Background: an optimization exercise with open tools, aiming at small area, a short achievable clock period and few clock cycles. Do not read the settings as production practice.
The RTL was checked by simulation tests, not by an equivalence proof against the original design.
Power is estimated from default activity; no workload was simulated.

Setup of run 1:
==> flow/design.v (excerpt) <==
module hall_engine (
    input  wire        clk,
    input  wire        rst,
    input  wire        ev_valid,
    input  wire [1:0]  ev_kind,       
    input  wire [31:0] ev_cmd,
    output wire        ev_ready,
    output reg         rsp_valid,
    output wire [31:0] rsp_result,
    output wire [7:0]  rsp_status,
    output wire        bus_valid,
    output reg         bus_write,
    output reg  [7:0]  bus_addr,
    output reg  [7:0]  bus_wdata,
    output wire [4:0]  bus_len,
    input  wire        bus_ready,
    input  wire        bus_ack,
    input  wire [23:0] bus_rdata,
    output wire        irq_request,
    input  wire        irq_grant,
    output reg         irq_release,
    output reg         sched_valid,
    output wire [15:0] sched_ms,
    output reg         cancel_valid,
    output reg         pub_valid,
    output wire [1:0]  pub_zone,
    output reg         log_valid,
    output wire [2:0]  log_code,
    output reg         alive,
    output reg         dead
);
export LEC_CHECK = 0
export CAP_MARGIN = 20
export CORE_MARGIN = 2
export CORE_UTILIZATION = 40
export SETUP_SLACK_MARGIN = 5
export SLEW_MARGIN = 20
create_clock -name core_clock -period 10.0 [get_ports {clk}]
run.sh (not shown) runs the stock make flow with config.mk's settings and CLKGATE_MAP_FILE= SYNTH_SCRIPT=/design/flow/synth_recipe.tcl, a recipe that flattens the netlist after the stock synthesis.
Testbench counts of run 1, summed over its fixed seeds: cycles 11,603.
--- input diff run 1..run 2 ---
# run 1
export LEC_CHECK = 0
export CAP_MARGIN = 20
export CORE_MARGIN = 2
export CORE_UTILIZATION = 40
export SETUP_SLACK_MARGIN = 5
export SLEW_MARGIN = 20
create_clock -name core_clock -period 10.0 [get_ports {clk}]
# run 2
export LEC_CHECK = 0
export ABC_AREA = 1
export CAP_MARGIN = 20
export CORE_MARGIN = 2
export CORE_UTILIZATION = 40
export SETUP_SLACK_MARGIN = 5
export SLEW_MARGIN = 20
create_clock -name core_clock -period 10.0 [get_ports {clk}]
Results
- | routed wire length | run 2 vs run 1 | 8900 µm higher |
- Between run 2 and run 1, it is run 2 whose part of the power in registers is higher, by 4.7 points.
- Summary of run 2 over run 1: fraction of area in registers decreased 1.0 points, post-route standard cell area excluding fillers saw an increase, final layout net count grew by about 20%, count of clock-buffer cells in the layout decreased 18%.

---

Another version of the RTL of hall_engine (not shown whole).
Size in the first run: about 2200 cells after synthesis, ~160 I/O pins, about 0.018 mm^2 of cells after synthesis.
Settings: LEC_CHECK=0, CAP_MARGIN=20, CORE_MARGIN=2, CORE_UTILIZATION=40, PLACE_DENSITY=0.7, SLEW_MARGIN=20; clock period 10.0 ns.
standard.sh (not shown) runs the stock make flow with config.mk's settings and CLKGATE_MAP_FILE= SYNTH_SCRIPT=/design/flow/synth_recipe.tcl, a recipe that flattens the netlist after the stock synthesis.
==> flow/flow/run.sh <==
#!/bin/bash
# Layout: the standard flow (standard synthesis unchanged) with plain buffers on the
# ports and a larger setup margin for the resizer's timing repair. Each step's output goes
# to a log of its own.
set -euo pipefail
bash standard.sh synth > synth.log 2>&1
bash standard.sh finish SETUP_SLACK_MARGIN=6.5 "BUFFER_PORTS_ARGS=-buffer_cell sky130_fd_sc_hd__buf_1" > layout.log 2>&1
Testbench counts at the start, summed over its fixed seeds: cycles 11,798.
Next try:
PLACE_DENSITY = unset   (was 0.7)
What happened: The new run produced a clean layout; utilization barely changes; flip-flop and latch count stays the same; wire length came out higher by 0.38%; worst setup slack got worse by 0.028 ns; area after synthesis does not change.

---

hall_engine, a different RTL version from the one above (not shown whole).
Size in the first run: ~2,500 cells after synthesis, ~230 flip-flops, ~160 I/O pins, roughly 20,000 um^2 of cells after synthesis.
## hall_engine
module hall_engine (
    input  wire        clk,
    input  wire        rst,
    input  wire        ev_valid,
    input  wire [1:0]  ev_kind,       
    input  wire [31:0] ev_cmd,
    output wire        ev_ready,
    output reg         rsp_valid,
    output wire [31:0] rsp_result,
    output wire [7:0]  rsp_status,
    output wire        bus_valid,
    output reg         bus_write,
    output reg  [7:0]  bus_addr,
    output reg  [7:0]  bus_wdata,
    output wire [4:0]  bus_len,
    input  wire        bus_ready,
    input  wire        bus_ack,
    input  wire [23:0] bus_rdata,
    output wire        irq_request,
    input  wire        irq_grant,
    output reg         irq_release,
    output reg         sched_valid,
    output wire [15:0] sched_ms,
    output reg         cancel_valid,
    output reg         pub_valid,
    output wire [1:0]  pub_zone,
    output reg         log_valid,
    output wire [2:0]  log_code,
    output reg         alive,
    output reg         dead
);
clock: 10.0 ns
lec_check: 0
cap_margin: 20
core_margin: 2
core_utilization: 40
slew_margin: 20
==> flow/flow/run.sh <==
#!/bin/bash
# Layout: the standard flow (standard synthesis unchanged), with a larger setup
# margin for the resizer's timing repair. Each step's output goes to a log of its own.
set -euo pipefail
bash standard.sh synth > synth.log 2>&1
bash standard.sh finish SETUP_SLACK_MARGIN=9 > layout.log 2>&1
The baseline finished clean.
Testbench counts at the start, summed over its fixed seeds: cycles 11,603.
Then changed:
--- a/flow/flow/run.sh
+++ b/flow/flow/run.sh
@@ -6 +6 @@
-bash standard.sh finish SETUP_SLACK_MARGIN=9 > layout.log 2>&1
+bash standard.sh finish SETUP_SLACK_MARGIN=7 > layout.log 2>&1
After rerunning: Synthesized area stays the same; via count falls by a few percent; maximum frequency falls by a few percent; routed wire length goes down by roughly a tenth; non-clock buffer count drops by 157.

---

== 02-01 ==
RTL: one of the versions met above, not the one the previous note started from.
Size in the first run: ~2200 cells after synthesis, ~240 flip-flops, roughly 160 I/O pins.
clock: 10.0 ns
lec_check: 0
cap_margin: 20
core_margin: 2
core_utilization: 40
slew_margin: 20
==> flow/flow/run.sh <==
#!/bin/bash
# Layout: the standard flow (standard synthesis unchanged) with plain buffers on the
# ports and a larger setup margin for the resizer's timing repair. Each step's output goes
# to a log of its own.
set -euo pipefail
bash standard.sh synth > synth.log 2>&1
bash standard.sh finish SETUP_SLACK_MARGIN=6.4 "BUFFER_PORTS_ARGS=-buffer_cell sky130_fd_sc_hd__buf_1" > layout.log 2>&1
Testbench counts of 02-01, summed over its fixed seeds: cycles 11,798.
## Diff of input files: 02-12 against 02-01
diff --git a/flow/flow/run.sh b/flow/flow/run.sh
--- a/flow/flow/run.sh
+++ b/flow/flow/run.sh
@@ -7 +7 @@
-bash standard.sh finish SETUP_SLACK_MARGIN=6.4 "BUFFER_PORTS_ARGS=-buffer_cell sky130_fd_sc_hd__buf_1" > layout.log 2>&1
+bash standard.sh finish SETUP_SLACK_MARGIN=6.25 "BUFFER_PORTS_ARGS=-buffer_cell sky130_fd_sc_hd__buf_1" > layout.log 2>&1
Notes after the runs:
02-12: no failed stages, no open violations at the end. On 02-12: critical path depth is 7 higher than what 02-01 gave. Between 02-12 and 02-01, net total in the final layout is higher for 02-01, 02-12 comes in under that. Run comparison: 02-01 uppermost metal layer occupied by signal nets met4; 02-12 uppermost metal layer occupied by signal nets met5. 02-01 → 02-12: clock period minus final worst setup slack went up 0.14 ns; count of fill cells added during filler insertion held; area of the multi-input gates went down about 1.7%; number of standard cells in the layout, taps in and fillers out went down 12; number of sequential storage elements held. Area share of buffers outside the clock network: 02-12 vs 02-01 down 0.72 points. Looking at sequential cell area share, 02-12 sits above 02-01. Taking 02-12 as 1.0, 02-01 lands at 1.05 on count of clock-buffer cells in the layout. Diff 02-01 -> 02-12 | wire length on met1 | up slightly. A slowest cell on the critical path of sky130_fd_sc_hd__edfxtp_1 is what 02-01 shows, while sky130_fd_sc_hd__nor4_2 belongs to 02-12.

-- re-timing with driven ports --
The results above use ideal ports. As a check the final layouts listed here were re-extracted and re-timed, cells and wires unchanged. Step 1 assumes that a clkbuf_16 drives the clock port and a buf_2 every other input. Step 2 adds t to the input delays and takes it off the output delays; t is the mean of the earliest and latest rising clock arrival at the registers after step 1. Input paths then give back, and output paths get back, about the clock's delay inside the block. Three values: ideal ports, drivers, drivers and shift; two values: the first two.
run | shift t [ns] | slack for setup (ns) | worst setup path after step 2 | worst data-port slew with drivers (ns) | pins driven straight from the clock port
run 1 | 0.653 | 5.045 / 5.045 / 4.503 | input to register | 0.04 | 1
run 2 | 0.677 | 4.094 / 4.094 / 4.094 | register to register | 0.04 | 1
the first run of note 2 | 0.605 | 6.470 / 6.433 / 5.876 | input to register | 0.06 | 1
the second run of note 2 | 0.637 | 6.442 / 6.395 / 5.814 | input to register | 0.07 | 1
the first run of note 3 | 0.665 | 6.126 / 6.145 / 5.481 | input to register | 0.36 | 1
the second run of note 3 | 0.661 | 5.977 / 5.982 / 5.320 | input to register | 0.07 | 1
02-01 | 0.625 | 6.417 / 6.366 / 5.827 | input to register | 0.04 | 1
02-12 | 0.647 | 6.277 / 6.276 / 5.668 | input to register | 0.05 | 1
After both steps setup and hold are still met in every run listed. The setup slack of the second run of note 3, which loses most, moves by +0.005 ns with the drivers and by -0.657 ns with both steps.
